This design comes from an exercise in tuning for small area, a short achievable clock period and few clock cycles on the open sky130 flow, not from production work. The RTL was checked by simulation tests, not by an equivalence proof against the original design. Power is estimated from default activity; no workload was simulated.

==> flow/run.sh <==
#!/bin/bash
# synth_recipe.tcl (not shown) runs the flow's synth.tcl, then flattens the netlist and writes it again
# the make line also repeats each setting of config.mk as NAME=value (left out here)
make -C /OpenROAD-flow-scripts/flow DESIGN_CONFIG=/design/flow/config.mk WORK_HOME=/design/flow/orfs CLKGATE_MAP_FILE= SYNTH_SCRIPT=/design/flow/synth_recipe.tcl finish
==> flow/config.mk <==
export PLATFORM = sky130hd
export DESIGN_NAME = cz3006_engine
export DESIGN_NICKNAME = cz3006_engine
export VERILOG_FILES = /design/flow/design.v
export SDC_FILE = /design/flow/constraint.sdc
export NUM_CORES = 4
export LEC_CHECK = 0
export CAP_MARGIN = 20
export CORE_MARGIN = 2
export CORE_UTILIZATION = 40
export PLACE_DENSITY = 0.6
export SLEW_MARGIN = 20
==> flow/constraint.sdc <==
create_clock -name core_clock -period 5.5 [get_ports {clk}]
set_input_delay 1.1000 -clock core_clock [delete_from_list [all_inputs] [get_ports {clk}]]
set_output_delay 1.1000 -clock core_clock [all_outputs]
set_load 0.01 [all_outputs]
==> flow/design.v <==
module cz3006_engine #(
    parameter PAYLOAD_W = 32,
    parameter T_RTX     = 300,
    parameter T_ACK     = 150,
    parameter TIMER_W   = 9
) (
    input  wire                 clk,
    input  wire                 rst,
    input  wire                 tick,
    input  wire                 nl_valid,
    input  wire [PAYLOAD_W-1:0] nl_packet,
    output reg                  nl_take,
    output reg                  dl_valid,
    output wire [PAYLOAD_W-1:0] dl_packet,
    output reg                  cr_valid,
    output reg  [2:0]           cr_n,
    input  wire                 rx_valid,
    input  wire                 rx_err,
    input  wire [7:0]           rx_hdr,
    input  wire [PAYLOAD_W-1:0] rx_payload,
    input  wire                 rx_hasp,
    output reg                  rx_take,
    output reg                  tx_valid,
    output wire [7:0]           tx_hdr,
    output wire [PAYLOAD_W-1:0] tx_payload,
    output wire                 tx_hasp,
    output reg                  anom_valid,
    output reg  [1:0]           anom_cause,
    output wire [31:0]          status_o,
    output wire                 idle
);
    localparam [2:0] ET_NLR   = 3'd0,
                     ET_FA    = 3'd1,
                     ET_CKSUM = 3'd2,
                     ET_TMO   = 3'd3,
                     ET_ACKTO = 3'd4;
    localparam [1:0] K_DATA = 2'd0,
                     K_ACK  = 2'd1,
                     K_NAK  = 2'd2,
                     K_RSVD = 2'd3;
    localparam [3:0] S_GRANT0  = 4'd0,    
                     S_WAIT    = 4'd1,    
                     S_DECODE  = 4'd2,    
                     S_NLR_WR  = 4'd3,    
                     S_SEND    = 4'd4,    
                     S_NLR_INC = 4'd5,    
                     S_D_NAK   = 4'd6,    
                     S_D_ACC   = 4'd7,    
                     S_D_DRAIN = 4'd8,    
                     S_ACKLOOP = 4'd9,    
                     S_GRANT   = 4'd10,   
                     S_NAK_CHK = 4'd11,   
                     S_CKSUM   = 4'd12,   
                     S_TMO     = 4'd13,   
                     S_ACKTO   = 4'd14,   
                     S_ANOM    = 4'd15;   
    function [2:0] inc3;
        input [2:0] n;
        inc3 = n + 3'd1;
    endfunction
    function [2:0] dec3;
        input [2:0] n;
        dec3 = n + 3'd7;
    endfunction
    function between;
        input [2:0] a;
        input [2:0] x;
        input [2:0] b;
        between = ((a <= x) && (x < b)) ||
                  ((b < a) && (a <= x)) ||
                  ((b < a) && (x < b));
    endfunction
    reg [3:0]           state;
    reg                 faulted;
    reg [2:0]           ae, nfts, fe;
    reg                 no_nak;
    reg [3:0]           arrived;
    reg                 anom;
    reg [PAYLOAD_W-1:0] in_buf  [0:3];
    reg [PAYLOAD_W-1:0] out_buf [0:3];
    reg [3:0]           rtx_armed;
    reg [3:0]           rtx_pend;
    reg [2:0]           rtx_tag [0:3];
    reg [TIMER_W-1:0]   rtx_cnt [0:3];
    reg                 ackt_armed;
    reg                 ackt_pend;
    reg [TIMER_W-1:0]   ackt_cnt;
    reg [7:0]           ev;          
    reg [7:0]           f_hdr;       
    reg [PAYLOAD_W-1:0] f_pay;       
    reg [1:0]           tmo_slot;    
    reg [1:0]           snd_kind;    
    reg [2:0]           snd_nr;
    reg [3:0]           snd_ret;     
    reg [2:0]           grant_n;     
    wire [2:0] f_seq = f_hdr[4:2];
    wire [2:0] f_ack = f_hdr[7:5];
    wire [2:0] tf    = fe + 3'd4;
    wire [2:0] credit = 3'd4 - (nfts - ae);
    wire nlr_elig = nl_valid && (credit != 3'd0);
    wire any_elig = !faulted &&
                    ((|rtx_pend) || ackt_pend || rx_valid || nlr_elig);
    assign idle = (state == S_WAIT) && !any_elig && !tick;
    assign tx_hdr     = {dec3(fe), snd_nr, snd_kind};
    assign tx_payload = (snd_kind == K_DATA) ? out_buf[snd_nr[1:0]]
                                             : {PAYLOAD_W{1'b0}};
    assign tx_hasp    = (snd_kind == K_DATA);
    assign dl_packet  = in_buf[fe[1:0]];
    assign status_o = {faulted, anom, rtx_pend, rtx_armed,
                       ackt_pend, ackt_armed, credit,
                       arrived, no_nak, tf, fe, nfts, ae};
    integer i;
    always @(*) begin
        nl_take    = 1'b0;
        rx_take    = 1'b0;
        tx_valid   = 1'b0;
        dl_valid   = 1'b0;
        cr_valid   = 1'b0;
        cr_n       = 3'd0;
        anom_valid = 1'b0;
        anom_cause = 2'b00;
        case (state)
            S_GRANT0: begin
                cr_valid = 1'b1;
                cr_n     = 3'd4;
            end
            S_WAIT: begin
                if (!faulted && !(|rtx_pend) && !ackt_pend) begin
                    if (rx_valid)
                        rx_take = 1'b1;
                    else if (nlr_elig)
                        nl_take = 1'b1;
                end
            end
            S_SEND:    tx_valid = 1'b1;
            S_D_DRAIN: dl_valid = arrived[fe[1:0]];
            S_GRANT: begin
                cr_valid = 1'b1;
                cr_n     = grant_n;
            end
            S_ANOM: begin
                anom_valid = 1'b1;
                anom_cause = (ev[2:0] == ET_FA) ? 2'b10 : 2'b01;
            end
            default: ;
        endcase
    end
    always @(posedge clk) begin
        if (rst) begin
            state      <= S_GRANT0;
            faulted    <= 1'b0;
            ae         <= 3'd0;
            nfts       <= 3'd0;
            fe         <= 3'd0;
            no_nak     <= 1'b1;
            arrived    <= 4'b0000;
            anom       <= 1'b0;
            rtx_armed  <= 4'b0000;
            rtx_pend   <= 4'b0000;
            for (i = 0; i < 4; i = i + 1) begin
                rtx_tag[i] <= 3'd0;
                rtx_cnt[i] <= {TIMER_W{1'b0}};
            end
            ackt_armed <= 1'b0;
            ackt_pend  <= 1'b0;
            ackt_cnt   <= {TIMER_W{1'b0}};
            ev         <= 8'd0;
            f_hdr      <= 8'd0;
            tmo_slot   <= 2'd0;
            snd_kind   <= K_DATA;
            snd_nr     <= 3'd0;
            snd_ret    <= S_WAIT;
            grant_n    <= 3'd0;
        end else begin
            if (tick) begin
                for (i = 0; i < 4; i = i + 1) begin
                    if (rtx_armed[i]) begin
                        rtx_cnt[i] <= rtx_cnt[i] - 1'b1;
                        if (rtx_cnt[i] == 1) begin
                            rtx_armed[i] <= 1'b0;
                            rtx_pend[i]  <= 1'b1;
                        end
                    end
                end
                if (ackt_armed) begin
                    ackt_cnt <= ackt_cnt - 1'b1;
                    if (ackt_cnt == 1) begin
                        ackt_armed <= 1'b0;
                        ackt_pend  <= 1'b1;
                    end
                end
            end
            case (state)
                S_GRANT0: state <= S_WAIT;
                S_WAIT: begin
                    if (!faulted) begin
                        if (rtx_pend[0]) begin
                            ev <= {rtx_tag[0], 2'b00, ET_TMO}; tmo_slot <= 2'd0; state <= S_DECODE;
                        end else if (rtx_pend[1]) begin
                            ev <= {rtx_tag[1], 2'b00, ET_TMO}; tmo_slot <= 2'd1; state <= S_DECODE;
                        end else if (rtx_pend[2]) begin
                            ev <= {rtx_tag[2], 2'b00, ET_TMO}; tmo_slot <= 2'd2; state <= S_DECODE;
                        end else if (rtx_pend[3]) begin
                            ev <= {rtx_tag[3], 2'b00, ET_TMO}; tmo_slot <= 2'd3; state <= S_DECODE;
                        end else if (ackt_pend) begin
                            ev <= {3'b000, 2'b00, ET_ACKTO}; state <= S_DECODE;
                        end else if (rx_valid) begin
                            if (rx_err)
                                ev <= {3'b000, 2'b00, ET_CKSUM};
                            else
                                ev <= {3'b000, rx_hdr[1:0], ET_FA};
                            f_hdr <= rx_hdr;
                            f_pay <= rx_payload;
                            state <= S_DECODE;
                        end else if (nlr_elig) begin
                            ev    <= {3'b000, 2'b00, ET_NLR};
                            f_pay <= nl_packet;
                            state <= S_DECODE;
                        end
                    end
                end
                S_DECODE: begin
                    grant_n <= 3'd0;
                    case (ev[2:0])
                        ET_NLR:   state <= S_NLR_WR;
                        ET_FA: begin
                            case (ev[4:3])
                                K_DATA: state <= S_D_NAK;
                                K_ACK:  state <= S_ACKLOOP;
                                K_NAK:  state <= S_NAK_CHK;
                                default: state <= S_ANOM;
                            endcase
                        end
                        ET_CKSUM: state <= S_CKSUM;
                        ET_TMO:   state <= S_TMO;
                        ET_ACKTO: state <= S_ACKTO;
                        default:  state <= S_ANOM;
                    endcase
                end
                S_NLR_WR: begin
                    out_buf[nfts[1:0]] <= f_pay;
                    snd_kind <= K_DATA;
                    snd_nr   <= nfts;
                    snd_ret  <= S_NLR_INC;
                    state    <= S_SEND;
                end
                S_NLR_INC: begin
                    nfts  <= inc3(nfts);
                    state <= S_WAIT;
                end
                S_SEND: begin
                    if (snd_kind == K_NAK)
                        no_nak <= 1'b0;
                    if (snd_kind == K_DATA &&
                        (rtx_armed[snd_nr[1:0]] || rtx_pend[snd_nr[1:0]]) &&
                        rtx_tag[snd_nr[1:0]] != snd_nr) begin
                        faulted <= 1'b1;
                        state   <= S_WAIT;
                    end else begin
                        if (snd_kind == K_DATA) begin
                            rtx_armed[snd_nr[1:0]] <= 1'b1;
                            rtx_pend[snd_nr[1:0]]  <= 1'b0;
                            rtx_tag[snd_nr[1:0]]   <= snd_nr;
                            rtx_cnt[snd_nr[1:0]]   <= T_RTX[TIMER_W-1:0];
                        end
                        ackt_armed <= 1'b0;
                        ackt_pend  <= 1'b0;
                        ackt_cnt   <= {TIMER_W{1'b0}};
                        state      <= snd_ret;
                    end
                end
                S_D_NAK: begin
                    if (f_seq != fe && no_nak) begin
                        snd_kind <= K_NAK;
                        snd_nr   <= 3'd0;
                        snd_ret  <= S_D_ACC;
                        state    <= S_SEND;
                    end else begin
                        ackt_armed <= 1'b1;
                        ackt_pend  <= 1'b0;
                        ackt_cnt   <= T_ACK[TIMER_W-1:0];
                        state      <= S_D_ACC;
                    end
                end
                S_D_ACC: begin
                    if (between(fe, f_seq, tf) && !arrived[f_seq[1:0]]) begin
                        arrived[f_seq[1:0]] <= 1'b1;
                        in_buf[f_seq[1:0]]  <= f_pay;
                        state <= S_D_DRAIN;
                    end else begin
                        state <= S_ACKLOOP;
                    end
                end
                S_D_DRAIN: begin
                    if (arrived[fe[1:0]]) begin
                        no_nak          <= 1'b1;
                        arrived[fe[1:0]] <= 1'b0;
                        fe              <= inc3(fe);
                        ackt_armed      <= 1'b1;
                        ackt_pend       <= 1'b0;
                        ackt_cnt        <= T_ACK[TIMER_W-1:0];
                    end else begin
                        state <= S_ACKLOOP;
                    end
                end
                S_ACKLOOP: begin
                    if (between(ae, f_ack, nfts)) begin
                        if (rtx_tag[ae[1:0]] == ae) begin
                            rtx_armed[ae[1:0]] <= 1'b0;
                            rtx_pend[ae[1:0]]  <= 1'b0;
                            rtx_cnt[ae[1:0]]   <= {TIMER_W{1'b0}};
                        end
                        ae      <= inc3(ae);
                        grant_n <= grant_n + 3'd1;
                    end else if (grant_n != 3'd0) begin
                        state <= S_GRANT;
                    end else begin
                        state <= S_WAIT;
                    end
                end
                S_GRANT: state <= S_WAIT;
                S_NAK_CHK: begin
                    if (between(ae, inc3(f_ack), nfts)) begin
                        snd_kind <= K_DATA;
                        snd_nr   <= inc3(f_ack);
                        snd_ret  <= S_ACKLOOP;
                        state    <= S_SEND;
                    end else begin
                        state <= S_ACKLOOP;
                    end
                end
                S_CKSUM: begin
                    if (no_nak) begin
                        snd_kind <= K_NAK;
                        snd_nr   <= 3'd0;
                        snd_ret  <= S_WAIT;
                        state    <= S_SEND;
                    end else begin
                        state <= S_WAIT;
                    end
                end
                S_TMO: begin
                    rtx_pend[tmo_slot] <= 1'b0;
                    snd_kind <= K_DATA;
                    snd_nr   <= ev[7:5];
                    snd_ret  <= S_WAIT;
                    state    <= S_SEND;
                end
                S_ACKTO: begin
                    ackt_pend <= 1'b0;
                    snd_kind  <= K_ACK;
                    snd_nr    <= 3'd0;
                    snd_ret   <= S_WAIT;
                    state     <= S_SEND;
                end
                S_ANOM: begin
                    anom  <= 1'b1;
                    state <= S_WAIT;
                end
                default: state <= S_WAIT;
            endcase
        end
    end
endmodule
==> metrics.md <==
| Metric | Value |
|---|---|
| Total power after layout | `7.532 mW` |
| Initial antenna violation count | `0` |
| Die X | `between 200 and 250 um` |
| Fin area | `~22,000 um^2` |
| CTS sink count | `408` |
| Final hold vios | `0` |
| Final core utilization | `0.4900` |
| Hold buffer count at cts | `0` |
| Final GP Congestion | `0.8817` |
| Unique masters post-synth | `69` |
| Synth Area in XOR/XNOR | `0.03023` |
| CP endpoint kind | `output pin` |
| Comb pwr share | `0.154` |
| Pint | `5.580 mW` |
| Placed instance count | `2,056` |
| Post-Layout Cell Count | `roughly 2,100` |
| Fmax | `between 150 and 200 MHz` |
| Commonest non-fill, non-tap cells in the layout | `edfxtp_1 (316), clkdlybuf4s50_1 (192), dfxtp_1 (89)` |
| Fin Hold WS | `0.4652 ns` |
| Initial DRC Count | `732` |
| Synth async-reset ratio | `0` |
| Max FO, Critical Path | `10` |
| Largest family of logic cells by synthesized area | `multiplexers` |
| Power share of the sequential group | `0.481` |
| GRT Resource Usage Total | `0.1885` |
| Sw frac | `0.2592` |
| Worst setup SP type | `flip-flop` |
| Initial Utilization | `0.4021` |
| Syn avg cell area | `between 10 and 15 um^2` |
| Setup Fix Bufs, Post-CTS | `0` |
| PnR worst setup slack | `between 0.4 and 0.5 ns` |
| CTS tree | `yes` |
| Total Wirelength | `roughly 44,000 um` |
| Fraction of layout instances using a drive strength above 1 | `0.1348` |
| Grt total ovfl | `0` |
| CTS clk-pin slew, worst paths | `0.06 ns` |
| Vias in the first global route | `11,380` |
| Post-Synth Adder-Cell Area | `0.03437` |
| Pleak | `just over 7 nW` |
| Io pins | `a little under 200` |
| Dpl hpwl | `28,730 um` |
| H-tree level count | `2` |
| Cells after Synth | `1,299` |
| Synth top area share | `0.5234` |
| Most common cell after layout, fill and taps aside | `edfxtp_1` |
| Post-CTS resize count | `0` |
| Site Rows | `between 70 and 80` |
| Compound-Gate Fraction of Synth Area | `0.07080` |
| Area Growth Syn to Fin | `21.85%` |
| Clock Root Buffer | `clkbuf_16` |
| Post-DR wirelength/cell | `20.70 um` |
| Arrival @ worst endpoint | `3.94 ns` |
| Simple-Gate Fraction of Synth Area | `0.1008` |
| Clock buffer depth | `3` |
| Fin crit period | `5.044 ns` |
| Tightest Hold Check Type | `flip-flop to flip-flop` |
| Setup tns final | `0 ns` |
| Placeable Area | `45,090 um^2` |
| Global-route wire length before repair | `67,610 um` |
| Primary FF master, synth | `edfxtp_1` |
| Outcome | `no timing/DRC/antenna violations` |
| Die Footprint | `47,050 um^2` |
| Die height | `approximately 220 um` |
| Register area share after synthesis | `0.6249` |
| Largest area contributor in the netlist | `edfxtp_1` |
| Via density | `about 5.4` |
| Worst Skew | `0.02351 ns` |
| Cell area power density | `340.9 nW/um^2` |
| Pin count of the biggest net entering global routing | `56` |
| Worst-Skew Late Latency | `0.58 ns` |
| CTS Buf Count | `44` |
| 1st-pass router iterations | `5` |
| Post-DP Area | `around 21,000 um^2` |
| Worst slew pin tran | `1.015 ns` |
| Final Slew Violations | `0` |
| DRC Markers | `0` |
| Mapped cell area | `approximately 18,000 um^2` |
| Dpl ws | `0.8549 ns` |
| Vias post-DR | `11,520` |
| Synth warn | `1` |
| PortBufs | `194` |
| Final #Nets | `1,630` |
| Worst setup path category | `flip-flop to output pin` |
| Req. time, crit path | `4.40 ns` |
| Clk pwr share | `0.365` |
| Synth area leaders | `edfxtp_1 (52%), dfxtp_1 (10%), mux4_2 (8.4%)` |
| Maxcap violations | `0` |
| Flops & latches, synth | `approximately 410` |
| Fin crit share | `0.9172` |
| Post-DRT Antenna Nets | `0` |
| # setup viols final | `0` |
| Max-slew headroom | `0.3198` |
| Multiplexer share of the synthesized area | `0.1110` |
| Post-synth EDFFs | `316` |
| RSZ-0062 raised after global routing | `no` |
| Peak supply drop | `about 0.23 mV` |
| Switching power | `1.952 mW` |
==> layer usage <==
layer | wire, um | track usage | share of wire | vias up
li1 | - | - | - | 5356
met1 | 18840 | 0.2472 | 0.43 | 5771
met2 | 21910 | 0.3204 | 0.50 | 330
met3 | 2711 | 0.03816 | 0.061 | 66
met4 | 782 | 0.04954 | 0.018 | 0
met5 | 0 | 0 | 0 | -
==> worst max-delay path, cell delays in order (launching register included) <==
cell	delay, ns
dfxtp_1	0.58
inv_1	0.24
ha_1	0.35
ha_1	0.20
xnor3_1	0.19
o31ai_1	0.36
buf_4	0.21
nor3b_2	0.28
o21ai_0	0.17
nor2_1	0.20
clkdlybuf4s50_1	0.57
==> path summary, 6_finish.rpt <==
kind	startpoint	to	slack, ns	depth (start not counted)
worst min-delay path	anom	anom	0.47	1
worst max-delay path	ae[1]	idle	0.46	10
worst max register to register	ae[1]	rtx_cnt[3][3]	1.44	9
worst min register to register	anom	anom	0.47	1
==> logic make-up (layout without fill, tap and decap cells) <==
| family | Yosys count | in the layout |
|---|---|---|
| AOI/OAI and AO/OA | 188 | 188 |
| DFF | 408 | 408 |
| other | 1 | 5 |
| and+or+nand+nor | 361 | 361 |
| muxes | 112 | 112 |
| adders and majority gates | 50 | 50 |
| xor gates and xnor gates | 61 | 61 |
| buffers and inverters | 118 | 352 |
==> area by class of cell <==
cell class / count / area (um^2)
Timing Repair Buffer: 218 / 2112
Multi-Input combinational cell: 776 / 6344
Clock buffer: 61 / 1195
Inverter: 54 / 202.7
Fill cell: 3943 / 23000
Sequential cell: 408 / 11330
Tap cell: 600 / 750.7
Antenna cell: 1 / 2.502
Clock inverter: 19 / 151.4
==> Yosys cell counts, drive strengths merged (9+ instances only) <==
cell	instances
nand2	79
ha	49
nor2	76
clkbuf	38
nand3	28
dfxtp	92
xor2	26
a211oi	31
mux4	68
o21ai	36
and2	39
nor2b	10
edfxtp	316
nand2b	10
nor3	54
a21oi	39
a31oi	9
inv	54
nor4	17
o31ai	12
xnor2	34
buf	26
or3	11
mux2	32
mux2i	12
==> registers in the layout, summed over array words and instances, names as in the netlist, 2 cells and up, named ones only <==
name,count
arrived,4
ackt_cnt,9
out_buf,128
rtx_cnt,36
snd_ret,3
snd_nr,3
rtx_pend,4
f_pay,32
in_buf,128
f_hdr,6
nfts,3
fe,3
snd_kind,2
grant_n,3
ev,8
ae,3
rtx_tag,12
rtx_armed,4
tmo_slot,2
state,4
==> power groups by stage <==
stage               logic [mW]  clock network [mW]  registers, mW
floorplan                0.719                   0           3.61
global placement          1.16                   0           3.68
detailed placement        1.17                   0           3.68
CTS                       1.17                2.82           3.62
global route              1.26                2.95           3.64
finish                    1.16                2.75           3.62
Testbench counts, summed over its fixed seeds: cycles 173,895.

==> static timing again, ports no longer ideal <==
No port has a modelled driver above. Below, the same layout with a new extraction and two added sets of constraints. Step 1: set_driving_cell puts a clkbuf_16 on clk and a buf_2 on each other input, an assumption about the parent block. Step 2 also shifts input and output timing later by t, the mid clock arrival at the registers, as if the neighbouring blocks saw the same clock. Slacks: no drivers / after step 1 / after step 2; pairs: no drivers / after step 1.
t, ns: 0.616
slack for setup (ns): 0.456 / 0.405 / 1.021
worst hold slack (ns): 0.465 / 0.465 / 0.465
worst register clock-pin slew, ns: 0.06 / 0.06
worst slew at a driven data input, ns: 0.08
After both steps this run still meets setup and hold. The setup slack of this run moves by -0.051 ns with the drivers and by +0.565 ns with both steps.
